What follows belongs to an exercise in optimizing a design on an open flow for small area, a short achievable clock period and few clock cycles per item; a production flow would make more cautious choices.
No functional check of the RTL was part of this run.
No activity file was given, so power comes from the tool's default toggle rates.

### flow/design.v
module txmod_shaper (
    input  wire        clk,
    input  wire        rst,           
    input  wire        in_valid,
    output wire        in_ready,
    input  wire [7:0]  in_byte,
    input  wire        in_lodev,      
    output reg         out_valid,
    input  wire        out_ready,
    output reg  [15:0] out_sample
);
    function signed [26:0] tab0;
        input [5:0] i;
        begin
            case (i)
                6'd0: tab0 = -27'sd131750;
                6'd2: tab0 =  27'sd131750;
                6'd4: tab0 = -27'sd65875;
                6'd6: tab0 =  27'sd65875;
                6'd3: tab0 = -27'sd395250;
                6'd1: tab0 =  27'sd395250;
                6'd7: tab0 = -27'sd197625;
                6'd5: tab0 =  27'sd197625;
                6'd8: tab0 =  27'sd264750;
                6'd10: tab0 = -27'sd264750;
                6'd12: tab0 =  27'sd132375;
                6'd14: tab0 = -27'sd132375;
                6'd11: tab0 =  27'sd794250;
                6'd9: tab0 = -27'sd794250;
                6'd15: tab0 =  27'sd397125;
                6'd13: tab0 = -27'sd397125;
                6'd16: tab0 =  27'sd639750;
                6'd18: tab0 = -27'sd639750;
                6'd20: tab0 =  27'sd319875;
                6'd22: tab0 = -27'sd319875;
                6'd19: tab0 =  27'sd1919250;
                6'd17: tab0 = -27'sd1919250;
                6'd23: tab0 =  27'sd959625;
                6'd21: tab0 = -27'sd959625;
                6'd24: tab0 =  27'sd797000;
                6'd26: tab0 = -27'sd797000;
                6'd28: tab0 =  27'sd398500;
                6'd30: tab0 = -27'sd398500;
                6'd27: tab0 =  27'sd2391000;
                6'd25: tab0 = -27'sd2391000;
                6'd31: tab0 =  27'sd1195500;
                6'd29: tab0 = -27'sd1195500;
                6'd32: tab0 =  27'sd595250;
                6'd34: tab0 = -27'sd595250;
                6'd36: tab0 =  27'sd297625;
                6'd38: tab0 = -27'sd297625;
                6'd35: tab0 =  27'sd1785750;
                6'd33: tab0 = -27'sd1785750;
                6'd39: tab0 =  27'sd892875;
                6'd37: tab0 = -27'sd892875;
                6'd40: tab0 =  27'sd595250;
                6'd42: tab0 = -27'sd595250;
                6'd44: tab0 =  27'sd297625;
                6'd46: tab0 = -27'sd297625;
                6'd43: tab0 =  27'sd1785750;
                6'd41: tab0 = -27'sd1785750;
                6'd47: tab0 =  27'sd892875;
                6'd45: tab0 = -27'sd892875;
                6'd48: tab0 =  27'sd595250;
                6'd50: tab0 = -27'sd595250;
                6'd52: tab0 =  27'sd297625;
                6'd54: tab0 = -27'sd297625;
                6'd51: tab0 =  27'sd1785750;
                6'd49: tab0 = -27'sd1785750;
                6'd55: tab0 =  27'sd892875;
                6'd53: tab0 = -27'sd892875;
                6'd56: tab0 =  27'sd595250;
                6'd58: tab0 = -27'sd595250;
                6'd60: tab0 =  27'sd297625;
                6'd62: tab0 = -27'sd297625;
                6'd59: tab0 =  27'sd1785750;
                6'd57: tab0 = -27'sd1785750;
                6'd63: tab0 =  27'sd892875;
                6'd61: tab0 = -27'sd892875;
            endcase
        end
    endfunction
    function signed [26:0] tab1;
        input [5:0] i;
        begin
            case (i)
                6'd0: tab1 =  27'sd28000;
                6'd2: tab1 = -27'sd28000;
                6'd4: tab1 =  27'sd14000;
                6'd6: tab1 = -27'sd14000;
                6'd3: tab1 =  27'sd84000;
                6'd1: tab1 = -27'sd84000;
                6'd7: tab1 =  27'sd42000;
                6'd5: tab1 = -27'sd42000;
                6'd8: tab1 = -27'sd738000;
                6'd10: tab1 =  27'sd738000;
                6'd12: tab1 = -27'sd369000;
                6'd14: tab1 =  27'sd369000;
                6'd11: tab1 = -27'sd2214000;
                6'd9: tab1 =  27'sd2214000;
                6'd15: tab1 = -27'sd1107000;
                6'd13: tab1 =  27'sd1107000;
                6'd16: tab1 = -27'sd1392000;
                6'd18: tab1 =  27'sd1392000;
                6'd20: tab1 = -27'sd696000;
                6'd22: tab1 =  27'sd696000;
                6'd19: tab1 = -27'sd4176000;
                6'd17: tab1 =  27'sd4176000;
                6'd23: tab1 = -27'sd2088000;
                6'd21: tab1 =  27'sd2088000;
                6'd24: tab1 = -27'sd1572500;
                6'd26: tab1 =  27'sd1572500;
                6'd28: tab1 = -27'sd786250;
                6'd30: tab1 =  27'sd786250;
                6'd27: tab1 = -27'sd4717500;
                6'd25: tab1 =  27'sd4717500;
                6'd31: tab1 = -27'sd2358750;
                6'd29: tab1 =  27'sd2358750;
                6'd32: tab1 = -27'sd999500;
                6'd34: tab1 =  27'sd999500;
                6'd36: tab1 = -27'sd499750;
                6'd38: tab1 =  27'sd499750;
                6'd35: tab1 = -27'sd2998500;
                6'd33: tab1 =  27'sd2998500;
                6'd39: tab1 = -27'sd1499250;
                6'd37: tab1 =  27'sd1499250;
                6'd40: tab1 = -27'sd999500;
                6'd42: tab1 =  27'sd999500;
                6'd44: tab1 = -27'sd499750;
                6'd46: tab1 =  27'sd499750;
                6'd43: tab1 = -27'sd2998500;
                6'd41: tab1 =  27'sd2998500;
                6'd47: tab1 = -27'sd1499250;
                6'd45: tab1 =  27'sd1499250;
                6'd48: tab1 = -27'sd999500;
                6'd50: tab1 =  27'sd999500;
                6'd52: tab1 = -27'sd499750;
                6'd54: tab1 =  27'sd499750;
                6'd51: tab1 = -27'sd2998500;
                6'd49: tab1 =  27'sd2998500;
                6'd55: tab1 = -27'sd1499250;
                6'd53: tab1 =  27'sd1499250;
                6'd56: tab1 = -27'sd999500;
                6'd58: tab1 =  27'sd999500;
                6'd60: tab1 = -27'sd499750;
                6'd62: tab1 =  27'sd499750;
                6'd59: tab1 = -27'sd2998500;
                6'd57: tab1 =  27'sd2998500;
                6'd63: tab1 = -27'sd1499250;
                6'd61: tab1 =  27'sd1499250;
            endcase
        end
    endfunction
    function signed [26:0] tab2;
        input [5:0] i;
        begin
            case (i)
                6'd0: tab2 =  27'sd404750;
                6'd2: tab2 = -27'sd404750;
                6'd4: tab2 =  27'sd202375;
                6'd6: tab2 = -27'sd202375;
                6'd3: tab2 =  27'sd1214250;
                6'd1: tab2 = -27'sd1214250;
                6'd7: tab2 =  27'sd607125;
                6'd5: tab2 = -27'sd607125;
                6'd8: tab2 =  27'sd2454000;
                6'd10: tab2 = -27'sd2454000;
                6'd12: tab2 =  27'sd1227000;
                6'd14: tab2 = -27'sd1227000;
                6'd11: tab2 =  27'sd7362000;
                6'd9: tab2 = -27'sd7362000;
                6'd15: tab2 =  27'sd3681000;
                6'd13: tab2 = -27'sd3681000;
                6'd16: tab2 =  27'sd4725500;
                6'd18: tab2 = -27'sd4725500;
                6'd20: tab2 =  27'sd2362750;
                6'd22: tab2 = -27'sd2362750;
                6'd19: tab2 =  27'sd14176500;
                6'd17: tab2 = -27'sd14176500;
                6'd23: tab2 =  27'sd7088250;
                6'd21: tab2 = -27'sd7088250;
                6'd24: tab2 =  27'sd6674750;
                6'd26: tab2 = -27'sd6674750;
                6'd28: tab2 =  27'sd3337375;
                6'd30: tab2 = -27'sd3337375;
                6'd27: tab2 =  27'sd20024250;
                6'd25: tab2 = -27'sd20024250;
                6'd31: tab2 =  27'sd10012125;
                6'd29: tab2 = -27'sd10012125;
                6'd32: tab2 =  27'sd7799250;
                6'd34: tab2 = -27'sd7799250;
                6'd36: tab2 =  27'sd3899625;
                6'd38: tab2 = -27'sd3899625;
                6'd35: tab2 =  27'sd23397750;
                6'd33: tab2 = -27'sd23397750;
                6'd39: tab2 =  27'sd11698875;
                6'd37: tab2 = -27'sd11698875;
                6'd40: tab2 =  27'sd7799250;
                6'd42: tab2 = -27'sd7799250;
                6'd44: tab2 =  27'sd3899625;
                6'd46: tab2 = -27'sd3899625;
                6'd43: tab2 =  27'sd23397750;
                6'd41: tab2 = -27'sd23397750;
                6'd47: tab2 =  27'sd11698875;
                6'd45: tab2 = -27'sd11698875;
                6'd48: tab2 =  27'sd7799250;
                6'd50: tab2 = -27'sd7799250;
                6'd52: tab2 =  27'sd3899625;
                6'd54: tab2 = -27'sd3899625;
                6'd51: tab2 =  27'sd23397750;
                6'd49: tab2 = -27'sd23397750;
                6'd55: tab2 =  27'sd11698875;
                6'd53: tab2 = -27'sd11698875;
                6'd56: tab2 =  27'sd7799250;
                6'd58: tab2 = -27'sd7799250;
                6'd60: tab2 =  27'sd3899625;
                6'd62: tab2 = -27'sd3899625;
                6'd59: tab2 =  27'sd23397750;
                6'd57: tab2 = -27'sd23397750;
                6'd63: tab2 =  27'sd11698875;
                6'd61: tab2 = -27'sd11698875;
            endcase
        end
    endfunction
    function signed [26:0] tab3;
        input [5:0] i;
        begin
            case (i)
                6'd0: tab3 = 27'd83296722;
                6'd2: tab3 = 27'd67698222;
                6'd4: tab3 = 27'd79397097;
                6'd6: tab3 = 27'd71597847;
                6'd3: tab3 = 27'd98895222;
                6'd1: tab3 = 27'd52099722;
                6'd7: tab3 = 27'd87196347;
                6'd5: tab3 = 27'd63798597;
                6'd8: tab3 = 27'd82172222;
                6'd10: tab3 = 27'd68822722;
                6'd12: tab3 = 27'd78834847;
                6'd14: tab3 = 27'd72160097;
                6'd11: tab3 = 27'd95521722;
                6'd9: tab3 = 27'd55473222;
                6'd15: tab3 = 27'd85509597;
                6'd13: tab3 = 27'd65485347;
                6'd16: tab3 = 27'd80222972;
                6'd18: tab3 = 27'd70771972;
                6'd20: tab3 = 27'd77860222;
                6'd22: tab3 = 27'd73134722;
                6'd19: tab3 = 27'd89673972;
                6'd17: tab3 = 27'd61320972;
                6'd23: tab3 = 27'd82585722;
                6'd21: tab3 = 27'd68409222;
                6'd24: tab3 = 27'd77951472;
                6'd26: tab3 = 27'd73043472;
                6'd28: tab3 = 27'd76724472;
                6'd30: tab3 = 27'd74270472;
                6'd27: tab3 = 27'd82859472;
                6'd25: tab3 = 27'd68135472;
                6'd31: tab3 = 27'd79178472;
                6'd29: tab3 = 27'd71816472;
                6'd32: tab3 = 27'd75902222;
                6'd34: tab3 = 27'd75092722;
                6'd36: tab3 = 27'd75699847;
                6'd38: tab3 = 27'd75295097;
                6'd35: tab3 = 27'd76711722;
                6'd33: tab3 = 27'd74283222;
                6'd39: tab3 = 27'd76104597;
                6'd37: tab3 = 27'd74890347;
                6'd40: tab3 = 27'd75902222;
                6'd42: tab3 = 27'd75092722;
                6'd44: tab3 = 27'd75699847;
                6'd46: tab3 = 27'd75295097;
                6'd43: tab3 = 27'd76711722;
                6'd41: tab3 = 27'd74283222;
                6'd47: tab3 = 27'd76104597;
                6'd45: tab3 = 27'd74890347;
                6'd48: tab3 = 27'd75902222;
                6'd50: tab3 = 27'd75092722;
                6'd52: tab3 = 27'd75699847;
                6'd54: tab3 = 27'd75295097;
                6'd51: tab3 = 27'd76711722;
                6'd49: tab3 = 27'd74283222;
                6'd55: tab3 = 27'd76104597;
                6'd53: tab3 = 27'd74890347;
                6'd56: tab3 = 27'd75902222;
                6'd58: tab3 = 27'd75092722;
                6'd60: tab3 = 27'd75699847;
                6'd62: tab3 = 27'd75295097;
                6'd59: tab3 = 27'd76711722;
                6'd57: tab3 = 27'd74283222;
                6'd63: tab3 = 27'd76104597;
                6'd61: tab3 = 27'd74890347;
            endcase
        end
    endfunction
    function signed [26:0] tab4;
        input [5:0] i;
        begin
            case (i)
                6'd0: tab4 = -27'sd999500;
                6'd2: tab4 =  27'sd999500;
                6'd4: tab4 = -27'sd499750;
                6'd6: tab4 =  27'sd499750;
                6'd3: tab4 = -27'sd2998500;
                6'd1: tab4 =  27'sd2998500;
                6'd7: tab4 = -27'sd1499250;
                6'd5: tab4 =  27'sd1499250;
                6'd8: tab4 = -27'sd1572500;
                6'd10: tab4 =  27'sd1572500;
                6'd12: tab4 = -27'sd786250;
                6'd14: tab4 =  27'sd786250;
                6'd11: tab4 = -27'sd4717500;
                6'd9: tab4 =  27'sd4717500;
                6'd15: tab4 = -27'sd2358750;
                6'd13: tab4 =  27'sd2358750;
                6'd16: tab4 = -27'sd1392000;
                6'd18: tab4 =  27'sd1392000;
                6'd20: tab4 = -27'sd696000;
                6'd22: tab4 =  27'sd696000;
                6'd19: tab4 = -27'sd4176000;
                6'd17: tab4 =  27'sd4176000;
                6'd23: tab4 = -27'sd2088000;
                6'd21: tab4 =  27'sd2088000;
                6'd24: tab4 = -27'sd738000;
                6'd26: tab4 =  27'sd738000;
                6'd28: tab4 = -27'sd369000;
                6'd30: tab4 =  27'sd369000;
                6'd27: tab4 = -27'sd2214000;
                6'd25: tab4 =  27'sd2214000;
                6'd31: tab4 = -27'sd1107000;
                6'd29: tab4 =  27'sd1107000;
                6'd32: tab4 =  27'sd28000;
                6'd34: tab4 = -27'sd28000;
                6'd36: tab4 =  27'sd14000;
                6'd38: tab4 = -27'sd14000;
                6'd35: tab4 =  27'sd84000;
                6'd33: tab4 = -27'sd84000;
                6'd39: tab4 =  27'sd42000;
                6'd37: tab4 = -27'sd42000;
                6'd40: tab4 =  27'sd28000;
                6'd42: tab4 = -27'sd28000;
                6'd44: tab4 =  27'sd14000;
                6'd46: tab4 = -27'sd14000;
                6'd43: tab4 =  27'sd84000;
                6'd41: tab4 = -27'sd84000;
                6'd47: tab4 =  27'sd42000;
                6'd45: tab4 = -27'sd42000;
                6'd48: tab4 =  27'sd28000;
                6'd50: tab4 = -27'sd28000;
                6'd52: tab4 =  27'sd14000;
                6'd54: tab4 = -27'sd14000;
                6'd51: tab4 =  27'sd84000;
                6'd49: tab4 = -27'sd84000;
                6'd55: tab4 =  27'sd42000;
                6'd53: tab4 = -27'sd42000;
                6'd56: tab4 =  27'sd28000;
                6'd58: tab4 = -27'sd28000;
                6'd60: tab4 =  27'sd14000;
                6'd62: tab4 = -27'sd14000;
                6'd59: tab4 =  27'sd84000;
                6'd57: tab4 = -27'sd84000;
                6'd63: tab4 =  27'sd42000;
                6'd61: tab4 = -27'sd42000;
            endcase
        end
    endfunction
    function signed [26:0] tab5;
        input [5:0] i;
        begin
            case (i)
                6'd0: tab5 =  27'sd595250;
                6'd2: tab5 = -27'sd595250;
                6'd4: tab5 =  27'sd297625;
                6'd6: tab5 = -27'sd297625;
                6'd3: tab5 =  27'sd1785750;
                6'd1: tab5 = -27'sd1785750;
                6'd7: tab5 =  27'sd892875;
                6'd5: tab5 = -27'sd892875;
                6'd8: tab5 =  27'sd797000;
                6'd10: tab5 = -27'sd797000;
                6'd12: tab5 =  27'sd398500;
                6'd14: tab5 = -27'sd398500;
                6'd11: tab5 =  27'sd2391000;
                6'd9: tab5 = -27'sd2391000;
                6'd15: tab5 =  27'sd1195500;
                6'd13: tab5 = -27'sd1195500;
                6'd16: tab5 =  27'sd639750;
                6'd18: tab5 = -27'sd639750;
                6'd20: tab5 =  27'sd319875;
                6'd22: tab5 = -27'sd319875;
                6'd19: tab5 =  27'sd1919250;
                6'd17: tab5 = -27'sd1919250;
                6'd23: tab5 =  27'sd959625;
                6'd21: tab5 = -27'sd959625;
                6'd24: tab5 =  27'sd264750;
                6'd26: tab5 = -27'sd264750;
                6'd28: tab5 =  27'sd132375;
                6'd30: tab5 = -27'sd132375;
                6'd27: tab5 =  27'sd794250;
                6'd25: tab5 = -27'sd794250;
                6'd31: tab5 =  27'sd397125;
                6'd29: tab5 = -27'sd397125;
                6'd32: tab5 = -27'sd131750;
                6'd34: tab5 =  27'sd131750;
                6'd36: tab5 = -27'sd65875;
                6'd38: tab5 =  27'sd65875;
                6'd35: tab5 = -27'sd395250;
                6'd33: tab5 =  27'sd395250;
                6'd39: tab5 = -27'sd197625;
                6'd37: tab5 =  27'sd197625;
                6'd40: tab5 = -27'sd131750;
                6'd42: tab5 =  27'sd131750;
                6'd44: tab5 = -27'sd65875;
                6'd46: tab5 =  27'sd65875;
                6'd43: tab5 = -27'sd395250;
                6'd41: tab5 =  27'sd395250;
                6'd47: tab5 = -27'sd197625;
                6'd45: tab5 =  27'sd197625;
                6'd48: tab5 = -27'sd131750;
                6'd50: tab5 =  27'sd131750;
                6'd52: tab5 = -27'sd65875;
                6'd54: tab5 =  27'sd65875;
                6'd51: tab5 = -27'sd395250;
                6'd49: tab5 =  27'sd395250;
                6'd55: tab5 = -27'sd197625;
                6'd53: tab5 =  27'sd197625;
                6'd56: tab5 = -27'sd131750;
                6'd58: tab5 =  27'sd131750;
                6'd60: tab5 = -27'sd65875;
                6'd62: tab5 =  27'sd65875;
                6'd59: tab5 = -27'sd395250;
                6'd57: tab5 =  27'sd395250;
                6'd63: tab5 = -27'sd197625;
                6'd61: tab5 =  27'sd197625;
            endcase
        end
    endfunction
    function [2*27-1:0] csa;
        input [26:0] a, b, c;
        begin
            csa[26:0] = a ^ b ^ c;
            csa[2*27-1:27] = {(a[25:0] & b[25:0]) | (a[25:0] & c[25:0]) | (b[25:0] & c[25:0]), 1'b0};
        end
    endfunction
    reg  [7:0] cur_byte;              
    reg        cur_lodev;
    reg        in_rdy;                
    wire       have = !in_rdy;
    reg  [1:0] sidx;                  
    reg        act;                   
    reg  [2:0] phase;                 
    reg  [2:0] x;                     
    reg  [2:0] h  [1:5];              
    reg  [5:1] hv;                    
    assign in_ready = in_rdy;
    reg  [1:0] nd;
    always @(*) begin
        case (sidx)
            2'd0: nd = cur_byte[7:6];
            2'd1: nd = cur_byte[5:4];
            2'd2: nd = cur_byte[3:2];
            default: nd = cur_byte[1:0];
        endcase
    end
    wire [2:0] nplain = {nd[0], cur_lodev, nd[1]};    
    wire [2:0] ncode = {nplain[1], nplain[2] ^ nplain[0], nplain[2]};
    reg signed [26:0] t0, t1, t2, t3, t4, t5;
    reg signed [26:0] u0, u1, u2, u3, u4, u5;
    reg [26:0] s1, c1, s2, c2, s3, c3, s4, c4;
    always @(*) begin
        u0 = tab0({phase, x});
        t0 = {4'd0, ~u0[22], u0[21:0]};
        u1 = hv[1] ? tab1({phase, h[1]}) : 27'sd0;
        t1 = {3'd0, ~u1[23], u1[22:0]};
        u2 = hv[2] ? tab2({phase, h[2]}) : 27'sd0;
        t2 = {1'd0, ~u2[25], u2[24:0]};
        t3 = hv[3] ? tab3({phase, h[3]}) : 27'd75497472;
        u4 = hv[4] ? tab4({phase, h[4]}) : 27'sd0;
        t4 = {3'd0, ~u4[23], u4[22:0]};
        u5 = hv[5] ? tab5({phase, h[5]}) : 27'sd0;
        t5 = {4'd0, ~u5[22], u5[21:0]};
        {c1, s1} = csa(t2, t3, t4);
        {c2, s2} = csa(t0, t1, t5);
        {c3, s3} = csa(s1, c1, s2);
    end
    reg  [26:0] pa, pb, pd;
    reg         pv;
    reg  [26:0] qs, qc;
    always @(*) {qc, qs} = csa(pa, pb, pd);
    wire [26:0] sh_g0 = qs & qc;
    wire [26:0] sh_p0 = qs ^ qc;
    wire sh_G1 = sh_g0[1] | (sh_p0[1] & sh_g0[0]);
    wire sh_P1 = sh_p0[1] & sh_p0[0];
    wire sh_G2 = sh_g0[3] | (sh_p0[3] & sh_g0[2]);
    wire sh_P2 = sh_p0[3] & sh_p0[2];
    wire sh_G3 = sh_g0[5] | (sh_p0[5] & sh_g0[4]);
    wire sh_P3 = sh_p0[5] & sh_p0[4];
    wire sh_G4 = sh_g0[7] | (sh_p0[7] & sh_g0[6]);
    wire sh_P4 = sh_p0[7] & sh_p0[6];
    wire sh_G5 = sh_g0[9] | (sh_p0[9] & sh_g0[8]);
    wire sh_P5 = sh_p0[9] & sh_p0[8];
    wire sh_G6 = sh_g0[11] | (sh_p0[11] & sh_g0[10]);
    wire sh_P6 = sh_p0[11] & sh_p0[10];
    wire sh_G7 = sh_g0[13] | (sh_p0[13] & sh_g0[12]);
    wire sh_P7 = sh_p0[13] & sh_p0[12];
    wire sh_G8 = sh_g0[15] | (sh_p0[15] & sh_g0[14]);
    wire sh_P8 = sh_p0[15] & sh_p0[14];
    wire sh_G9 = sh_g0[17] | (sh_p0[17] & sh_g0[16]);
    wire sh_P9 = sh_p0[17] & sh_p0[16];
    wire sh_G10 = sh_g0[19] | (sh_p0[19] & sh_g0[18]);
    wire sh_P10 = sh_p0[19] & sh_p0[18];
    wire sh_G11 = sh_g0[21] | (sh_p0[21] & sh_g0[20]);
    wire sh_P11 = sh_p0[21] & sh_p0[20];
    wire sh_G12 = sh_g0[23] | (sh_p0[23] & sh_g0[22]);
    wire sh_P12 = sh_p0[23] & sh_p0[22];
    wire sh_G13 = sh_g0[25] | (sh_p0[25] & sh_g0[24]);
    wire sh_P13 = sh_p0[25] & sh_p0[24];
    wire sh_G14 = sh_G2 | (sh_P2 & sh_G1);
    wire sh_P14 = sh_P2 & sh_P1;
    wire sh_G15 = sh_G4 | (sh_P4 & sh_G3);
    wire sh_P15 = sh_P4 & sh_P3;
    wire sh_G16 = sh_G6 | (sh_P6 & sh_G5);
    wire sh_P16 = sh_P6 & sh_P5;
    wire sh_G17 = sh_G8 | (sh_P8 & sh_G7);
    wire sh_P17 = sh_P8 & sh_P7;
    wire sh_G18 = sh_G10 | (sh_P10 & sh_G9);
    wire sh_P18 = sh_P10 & sh_P9;
    wire sh_G19 = sh_G12 | (sh_P12 & sh_G11);
    wire sh_P19 = sh_P12 & sh_P11;
    wire sh_G20 = sh_G15 | (sh_P15 & sh_G14);
    wire sh_P20 = sh_P15 & sh_P14;
    wire sh_G21 = sh_G17 | (sh_P17 & sh_G16);
    wire sh_P21 = sh_P17 & sh_P16;
    wire sh_G22 = sh_G19 | (sh_P19 & sh_G18);
    wire sh_P22 = sh_P19 & sh_P18;
    wire sh_G23 = sh_G21 | (sh_P21 & sh_G20);
    wire sh_P23 = sh_P21 & sh_P20;
    wire sh_G24 = sh_G22 | (sh_P22 & sh_G23);
    wire sh_P24 = sh_P22 & sh_P23;
    wire sh_G25 = sh_G16 | (sh_P16 & sh_G20);
    wire sh_P25 = sh_P16 & sh_P20;
    wire sh_G26 = sh_G18 | (sh_P18 & sh_G23);
    wire sh_P26 = sh_P18 & sh_P23;
    wire sh_G27 = sh_G3 | (sh_P3 & sh_G14);
    wire sh_P27 = sh_P3 & sh_P14;
    wire sh_G28 = sh_G5 | (sh_P5 & sh_G20);
    wire sh_P28 = sh_P5 & sh_P20;
    wire sh_G29 = sh_G7 | (sh_P7 & sh_G25);
    wire sh_P29 = sh_P7 & sh_P25;
    wire sh_G30 = sh_G9 | (sh_P9 & sh_G23);
    wire sh_P30 = sh_P9 & sh_P23;
    wire sh_G31 = sh_G11 | (sh_P11 & sh_G26);
    wire sh_P31 = sh_P11 & sh_P26;
    wire sh_G32 = sh_G13 | (sh_P13 & sh_G24);
    wire sh_P32 = sh_P13 & sh_P24;
    wire sh_G33 = sh_g0[2] | (sh_p0[2] & sh_G1);
    wire sh_P33 = sh_p0[2] & sh_P1;
    wire sh_G34 = sh_g0[4] | (sh_p0[4] & sh_G14);
    wire sh_P34 = sh_p0[4] & sh_P14;
    wire sh_G35 = sh_g0[6] | (sh_p0[6] & sh_G27);
    wire sh_P35 = sh_p0[6] & sh_P27;
    wire sh_G36 = sh_g0[8] | (sh_p0[8] & sh_G20);
    wire sh_P36 = sh_p0[8] & sh_P20;
    wire sh_G37 = sh_g0[10] | (sh_p0[10] & sh_G28);
    wire sh_P37 = sh_p0[10] & sh_P28;
    wire sh_G38 = sh_g0[12] | (sh_p0[12] & sh_G25);
    wire sh_P38 = sh_p0[12] & sh_P25;
    wire sh_G39 = sh_g0[14] | (sh_p0[14] & sh_G29);
    wire sh_P39 = sh_p0[14] & sh_P29;
    wire sh_G40 = sh_g0[16] | (sh_p0[16] & sh_G23);
    wire sh_P40 = sh_p0[16] & sh_P23;
    wire sh_G41 = sh_g0[18] | (sh_p0[18] & sh_G30);
    wire sh_P41 = sh_p0[18] & sh_P30;
    wire sh_G42 = sh_g0[20] | (sh_p0[20] & sh_G26);
    wire sh_P42 = sh_p0[20] & sh_P26;
    wire sh_G43 = sh_g0[22] | (sh_p0[22] & sh_G31);
    wire sh_P43 = sh_p0[22] & sh_P31;
    wire sh_G44 = sh_g0[24] | (sh_p0[24] & sh_G24);
    wire sh_P44 = sh_p0[24] & sh_P24;
    wire sh_G45 = sh_g0[26] | (sh_p0[26] & sh_G32);
    wire sh_P45 = sh_p0[26] & sh_P32;
    wire [16:0] sh = {sh_p0[26] ^ sh_G32, sh_p0[25] ^ sh_G44, sh_p0[24] ^ sh_G24, sh_p0[23] ^ sh_G43, sh_p0[22] ^ sh_G31, sh_p0[21] ^ sh_G42, sh_p0[20] ^ sh_G26, sh_p0[19] ^ sh_G41, sh_p0[18] ^ sh_G30, sh_p0[17] ^ sh_G40, sh_p0[16] ^ sh_G23, sh_p0[15] ^ sh_G39, sh_p0[14] ^ sh_G29, sh_p0[13] ^ sh_G38, sh_p0[12] ^ sh_G25, sh_p0[11] ^ sh_G37, sh_p0[10] ^ sh_G28};
    wire [15:0] sample = (sh[16] != sh[15]) ? {sh[16], {15{!sh[16]}}} : sh[15:0];
    wire en      = !out_valid || out_ready;    
    wire last    = (phase == 3'd4);
    wire sym_end = act && last;                
    wire acc     = in_valid && in_rdy;         
    wire take1   = have && (!act || last);     
    wire take0   = have && !act;               
    wire take    = en ? take1 : take0;
    wire [2:0] phase1 = !act ? phase : last ? 3'd0 : phase + 3'd1;
    always @(posedge clk) begin
        if (rst) begin
            in_rdy    <= 1'b1;
            act       <= 1'b0;
            sidx      <= 2'd0;
            phase     <= 3'd0;
            hv        <= 5'd0;
            out_valid <= 1'b0;
            pv        <= 1'b0;
        end else begin
            if (en) begin
                pv        <= act;
                out_valid <= pv;
                phase     <= phase1;
                act       <= take1 || (act && !last);
                if (sym_end)
                    hv <= {hv[4:1], 1'b1};
            end else begin
                act       <= act || have;
            end
            if (acc) begin
                in_rdy <= 1'b0;
                sidx   <= 2'd0;
            end else if (take) begin
                sidx <= sidx + 2'd1;
                if (sidx == 2'd3)
                    in_rdy <= 1'b1;
            end
        end
    end
    always @(posedge clk) begin
        if (acc) begin
            cur_byte  <= in_byte;
            cur_lodev <= in_lodev;
        end
        if (en) begin
            pa         <= s3;
            pb         <= c3;
            pd         <= c2;
            out_sample <= sample;
        end
        if (en && sym_end) begin
            h[5] <= h[4];
            h[4] <= h[3];
            h[3] <= h[2];
            h[2] <= h[1];
            h[1] <= x;
        end
        if (take)
            x <= ncode;
    end
endmodule
### flow/flow/run.sh
#!/bin/bash
# The standard layout, with timing repair aiming for extra setup slack and
# plain buffers (instead of delay cells) on the ports.
set -euo pipefail
bash standard.sh SETUP_SLACK_MARGIN=8.6 "BUFFER_PORTS_ARGS=-buffer_cell sky130_fd_sc_hd__buf_2" finish > standard_flow.log 2>&1
### flow/standard.sh
#!/bin/bash
# synth_recipe.tcl (not shown) runs the flow's synth.tcl, then flattens the netlist and writes it again
# the make line also repeats each setting of config.mk as NAME=value (left out here)
make -C /OpenROAD-flow-scripts/flow DESIGN_CONFIG=/design/flow/config.mk WORK_HOME=/design/flow/orfs CLKGATE_MAP_FILE= SYNTH_SCRIPT=/design/flow/synth_recipe.tcl "${@:-finish}"
### flow/config.mk
export PLATFORM = sky130hd
export DESIGN_NAME = txmod_shaper
export DESIGN_NICKNAME = txmod_shaper
export VERILOG_FILES = /design/flow/design.v
export SDC_FILE = /design/flow/constraint.sdc
export NUM_CORES = 4
export LEC_CHECK = 0
export ABC_AREA = 1
export CAP_MARGIN = 20
export CORE_MARGIN = 2
export CORE_UTILIZATION = 40
export CTS_BUF_LIST = sky130_fd_sc_hd__clkbuf_8
export PLACE_DENSITY = 0.6
export SLEW_MARGIN = 20
### flow/constraint.sdc
create_clock -name core_clock -period 12.0 [get_ports {clk}]
set_input_delay 2.4000 -clock core_clock [delete_from_list [all_inputs] [get_ports {clk}]]
set_output_delay 2.4000 -clock core_clock [all_outputs]
set_load 0.01 [all_outputs]
==> impl_metrics.env <==
export IMPL_run_status="finished clean"
export IMPL_start_kind="flop"
export IMPL_report_final_setup_viol=0
export IMPL_routed_wirelength_um=38200
export IMPL_ys_warn_count=2
export IMPL_clock_insertion_delay_worst_skew_ns=0.46
export IMPL_cts_sink_cnt=132
export IMPL_routed_via_count=9876
export IMPL_clk_pin_slew_worst_paths_ns=0.09
export IMPL_setup_worst_path_end_class="flop"
export IMPL_synth_top_cells_by_area="sky130_fd_sc_hd__edfxtp_1, sky130_fd_sc_hd__fa_1, sky130_fd_sc_hd__nand2_1"
export IMPL_largest_net_degree_at_the_start_of_global_routing=67
export IMPL_postSynthCellCount=1305
export IMPL_synth_cell_area_um2=11100
export IMPL_powerDensity_nw_per_um2=119
export IMPL_critical_path_max_fanout=5
export IMPL_post_synthesis_area_per_instance_um2=8.51
export IMPL_core_region_area_um2=27100
export IMPL_drtIter0Drc=1342
export IMPL_worst_path_max_delay_cell="sky130_fd_sc_hd__fa_1"
export IMPL_die_width_um=171
export IMPL_max_stage_delay_ns=0.57
export IMPL_post_route_standard_cell_area_excluding_fillers_um2=12600
export IMPL_skew_ns=0.0211
export IMPL_mappedNetlistNets=1455
export IMPL_number_of_buffer_and_inverter_stages_on_the_critical_path=3
export IMPL_routed_via_density=5.75
export IMPL_hold_buffers=0
export IMPL_cts_tree="done"
export IMPL_pin_count=31
export IMPL_dp_hpwl_um=27200
export IMPL_area_growth_pct=13.7
export IMPL_synthDistinctLibCells=55
export IMPL_clockRootBuffer="sky130_fd_sc_hd__clkbuf_8"
export IMPL_fraction_of_post_synthesis_cell_area_in_the_top_cell_type_by_area_pct=31.9
export IMPL_critPathTopFamily="adder cells"
export IMPL_gr_total_overflow=0
export IMPL_drc_errors=0
export IMPL_final_layout_size_suffix_gt1_share_pct=13.1
export IMPL_finalCriticalPeriod_ns=3.38
export IMPL_placementRows=60
export IMPL_fin_setup_tns_ns=0
export IMPL_synth_enable_flop_cells=118
export IMPL_number_of_antenna_violations_at_the_first_check_in_global_routing=0
export IMPL_worst_ir_drop_vdd_uv=77.4
export IMPL_wl_per_cell_um=22.2
export IMPL_floorplan_initialDensity_pct=41.0
export IMPL_cts_root_to_sink_buffers=2
export IMPL_utilization_after_layout_pct=46.6
export IMPL_worst_hold_path_type="flop to flop"
export IMPL_floorplan_die_area_um2=29100
export IMPL_min_period_over_period_pct=28.2
export IMPL_antennaDiodeCount=0
export IMPL_slew_violations=0
export IMPL_h_tree_depth=4
export IMPL_timing_slew_headroom_pct=51.4
export IMPL_placed_area_um2=11600
export IMPL_synth_ff_latch_count=132
export IMPL_asyncSetResetFlopFracSynth_pct=0
export IMPL_wire_length_of_the_first_global_routing_pass_um=57700
export IMPL_timing_worst_slew_pin_value_ns=0.727
export IMPL_grt_pass1_vias=9439
export IMPL_grt_setup_unrepaired="yes"
export IMPL_yosysTopAreaCell="sky130_fd_sc_hd__edfxtp_1"
export IMPL_port_buffer_count=30
export IMPL_synth_seq_area_share_pct=34.4
export IMPL_timing_critical_path_mode_cell="sky130_fd_sc_hd__inv_1"
export IMPL_detail_route_antenna_nets=0
export IMPL_series_of_cell_instances_along_the_critical_path="inv_1, ha_4, nand2_1, o21ai_0, inv_1, nor2_4, inv_1, a21oi_1, a311oi_2, fa_1, fa_1"
export IMPL_cp_data_required_time_ns=12.20
export IMPL_layout_nets=1484
export IMPL_maxCapViolations=0
export IMPL_power_static_leakage_uw=0.00576
export IMPL_critical_path_arrival_ns=3.58
export IMPL_worst_setup_path_type="flop to flop"
export IMPL_fill_cells=2654
export IMPL_timing_fmax_mhz=295
export IMPL_die_h_um=171
export IMPL_drt_pre_antenna_iters=6
export IMPL_final_hold_violation_count=0
export IMPL_routabilityCongestion=0.969
export IMPL_synth_top_flop_cell="sky130_fd_sc_hd__edfxtp_1"
export IMPL_grt_use_total_pct=27.0
export IMPL_cts_buffers=17
export IMPL_whs_ns=0.449
power breakdown:
| group | leakage [uW] | switching (uW) | internal, uW |
|---|---|---|---|
| sequential | 0.00138 | 23.3 | 573 |
| clock | 0.000222 | 204 | 235 |
| combinational | 0.00415 | 298 | 165 |
| total | 0.00576 | 525 | 972 |
kinds of logic (layout without fill, tap and decap cells):
| kind of cell | after synthesis | count (layout) | share of synthesized area [%] |
|---|---|---|---|
| xor+xnor | 14 | 14 | 1.10 |
| simple gates | 488 | 491 | 18.1 |
| flops | 132 | 132 | 34.4 |
| compound gates | 291 | 291 | 15.8 |
| fa+ha+maj | 137 | 137 | 22.1 |
| buf+inv | 243 | 282 | 8.51 |
final cells by class:
type                       count  area [um^2]  share of cell area (%)
clock buffer                  18          248                    1.96
clock inverter                14          200                    1.59
inverter                     189          737                    5.84
multi-input combinational    933         6670                    52.8
sequential                   132         3830                    30.3
tap                          372          465                    3.69
timing repair buffer          58          457                    3.62
timing repair inverter         3         20.0                   0.159
cells in the final DEF (no fill, tap or decap), drive strengths merged, types with 5 or more instances in the layout:
cell	synthesis	routed
dfxtp	14	14
a21oi	96	96
a311oi	8	8
nand2	291	291
clkbuf	31	19
fa	98	98
xor2	8	8
o211ai	12	12
a221oi	13	13
nor3	19	19
ha	39	39
o221ai	10	10
buf	23	56
clkinvlp	0	8
or2	5	5
nor2	120	121
nand3	45	46
edfxtp	118	118
a211oi	13	13
a31oi	11	11
clkinv	3	7
o21ai	97	97
inv	186	187
xnor2	6	6
registers in the layout, summed over array words and instances, names as in the netlist, 2 cells and up:
register / flops
pd: 23
x: 3
h: 15
pb: 26
out_sample: 16
pa: 26
sidx: 2
phase: 3
hv: 5
cur_byte: 8
cell usage after synthesis, types with 2 or more instances:
| cell type | count |
|---|---|
| sky130_fd_sc_hd__buf_2 | 8 |
| sky130_fd_sc_hd__o21ai_1 | 6 |
| sky130_fd_sc_hd__o211ai_1 | 12 |
| sky130_fd_sc_hd__nand2_2 | 9 |
| sky130_fd_sc_hd__o21ai_0 | 91 |
| sky130_fd_sc_hd__clkinv_1 | 2 |
| sky130_fd_sc_hd__o21bai_1 | 2 |
| sky130_fd_sc_hd__nand4_1 | 3 |
| sky130_fd_sc_hd__o2111ai_1 | 3 |
| sky130_fd_sc_hd__a221oi_1 | 13 |
| sky130_fd_sc_hd__a311oi_1 | 8 |
| sky130_fd_sc_hd__nor2_2 | 2 |
| sky130_fd_sc_hd__nor2_1 | 118 |
| sky130_fd_sc_hd__nand2_1 | 279 |
| sky130_fd_sc_hd__clkbuf_1 | 31 |
| sky130_fd_sc_hd__nor4_1 | 3 |
| sky130_fd_sc_hd__or2_1 | 4 |
| sky130_fd_sc_hd__a21oi_1 | 95 |
| sky130_fd_sc_hd__fa_1 | 98 |
| sky130_fd_sc_hd__a21o_1 | 3 |
| sky130_fd_sc_hd__inv_1 | 180 |
| sky130_fd_sc_hd__o221ai_1 | 10 |
| sky130_fd_sc_hd__ha_1 | 39 |
| sky130_fd_sc_hd__xor2_1 | 8 |
| sky130_fd_sc_hd__edfxtp_1 | 118 |
| sky130_fd_sc_hd__nor3_1 | 18 |
| sky130_fd_sc_hd__nand3_1 | 44 |
| sky130_fd_sc_hd__dfxtp_1 | 14 |
| sky130_fd_sc_hd__o31ai_1 | 3 |
| sky130_fd_sc_hd__a31o_2 | 2 |
| sky130_fd_sc_hd__nand2_4 | 3 |
| sky130_fd_sc_hd__a211oi_1 | 13 |
| sky130_fd_sc_hd__buf_1 | 13 |
| sky130_fd_sc_hd__buf_6 | 2 |
| sky130_fd_sc_hd__xnor2_1 | 6 |
| sky130_fd_sc_hd__a31oi_1 | 11 |
| sky130_fd_sc_hd__o21a_1 | 2 |
| sky130_fd_sc_hd__o22ai_1 | 3 |
| sky130_fd_sc_hd__o311ai_0 | 4 |
| sky130_fd_sc_hd__inv_2 | 5 |
| sky130_fd_sc_hd__a22o_1 | 3 |
through the flow:
step | setup WS (ns) | std cells | power [uW]
after global placement | 7.16 | 1663 | 1020
after floorplan | 7.42 | 1305 | 896
after global routing | 8.49 | 1719 | 1580
final | 8.62 | 1719 | 1500
after CTS | 8.58 | 1708 | 1480
after detailed placement | 7.11 | 1663 | 1020
worst register-to-register path, stage by stage (launching register included):
cell and delay (ns):
sky130_fd_sc_hd__edfxtp_1 0.47, sky130_fd_sc_hd__inv_1 0.18, sky130_fd_sc_hd__ha_4 0.23, sky130_fd_sc_hd__nand2_1 0.12, sky130_fd_sc_hd__o21ai_0 0.13, sky130_fd_sc_hd__inv_1 0.15, sky130_fd_sc_hd__nor2_4 0.06, sky130_fd_sc_hd__inv_1 0.10
sky130_fd_sc_hd__a21oi_1 0.13, sky130_fd_sc_hd__a311oi_2 0.53, sky130_fd_sc_hd__fa_1 0.58, sky130_fd_sc_hd__fa_1 0.46
routing by layer:
layer	vias up	routed length [um]	GRT usage, %
met4	0	1970	11.9
met5	-	0	0
met1	4682	15800	37.1
met2	628	16700	41.8
met3	117	3790	4.77
li1	4449	-	-
final timing paths:
check	from	to	slack, ns	depth (start not counted)
worst min-delay path	cur_lodev$_DFFE_PP_	x[2]$_DFFE_PP_	0.45	0
worst max register to register	h[3][1]$_DFFE_PP_	pa[22]$_DFFE_PN_	8.62	11
worst max-delay path	h[3][1]$_DFFE_PP_	pa[22]$_DFFE_PN_	8.62	11
worst min register to register	cur_lodev$_DFFE_PP_	x[2]$_DFFE_PP_	0.45	0
repair_timing:
action / 4_1_cts / 5_1_grt
buffers inserted: 6 / 11
gates cloned: 7 / 0
setup endpoints to repair: 172 / 67
resized for setup: 33 / 56
pin swaps: 5 / 17

## port drivers added, routing unchanged
The results above use ideal ports. As a check the final layout listed here was re-extracted and re-timed, cells and wires unchanged.
Step 1 (the two cells are an assumption about what drives the block):
set clk [get_ports {clk}]
set_driving_cell -lib_cell sky130_fd_sc_hd__clkbuf_16 $clk
set_driving_cell -lib_cell sky130_fd_sc_hd__buf_2 [delete_from_list [all_inputs] $clk]
Step 2 adds t to the input delays and takes it off the output delays; t is the mean of the earliest and latest rising clock arrival at the registers after step 1. Input paths then give back, and output paths get back, about the clock's delay inside the block.
Slacks: ideal / step 1 / step 2; pairs: ideal / step 1.
shift t [ns]: 0.498
setup WS [ns]: 8.615 / 8.574 / 8.217
worst setup path at the end: input to register
clock arrival spread, ns: 0.021 / 0.022
After both steps setup and hold are still met in this run. For this run, drivers alone change the setup slack by -0.041 ns; drivers and shift together by -0.398 ns.
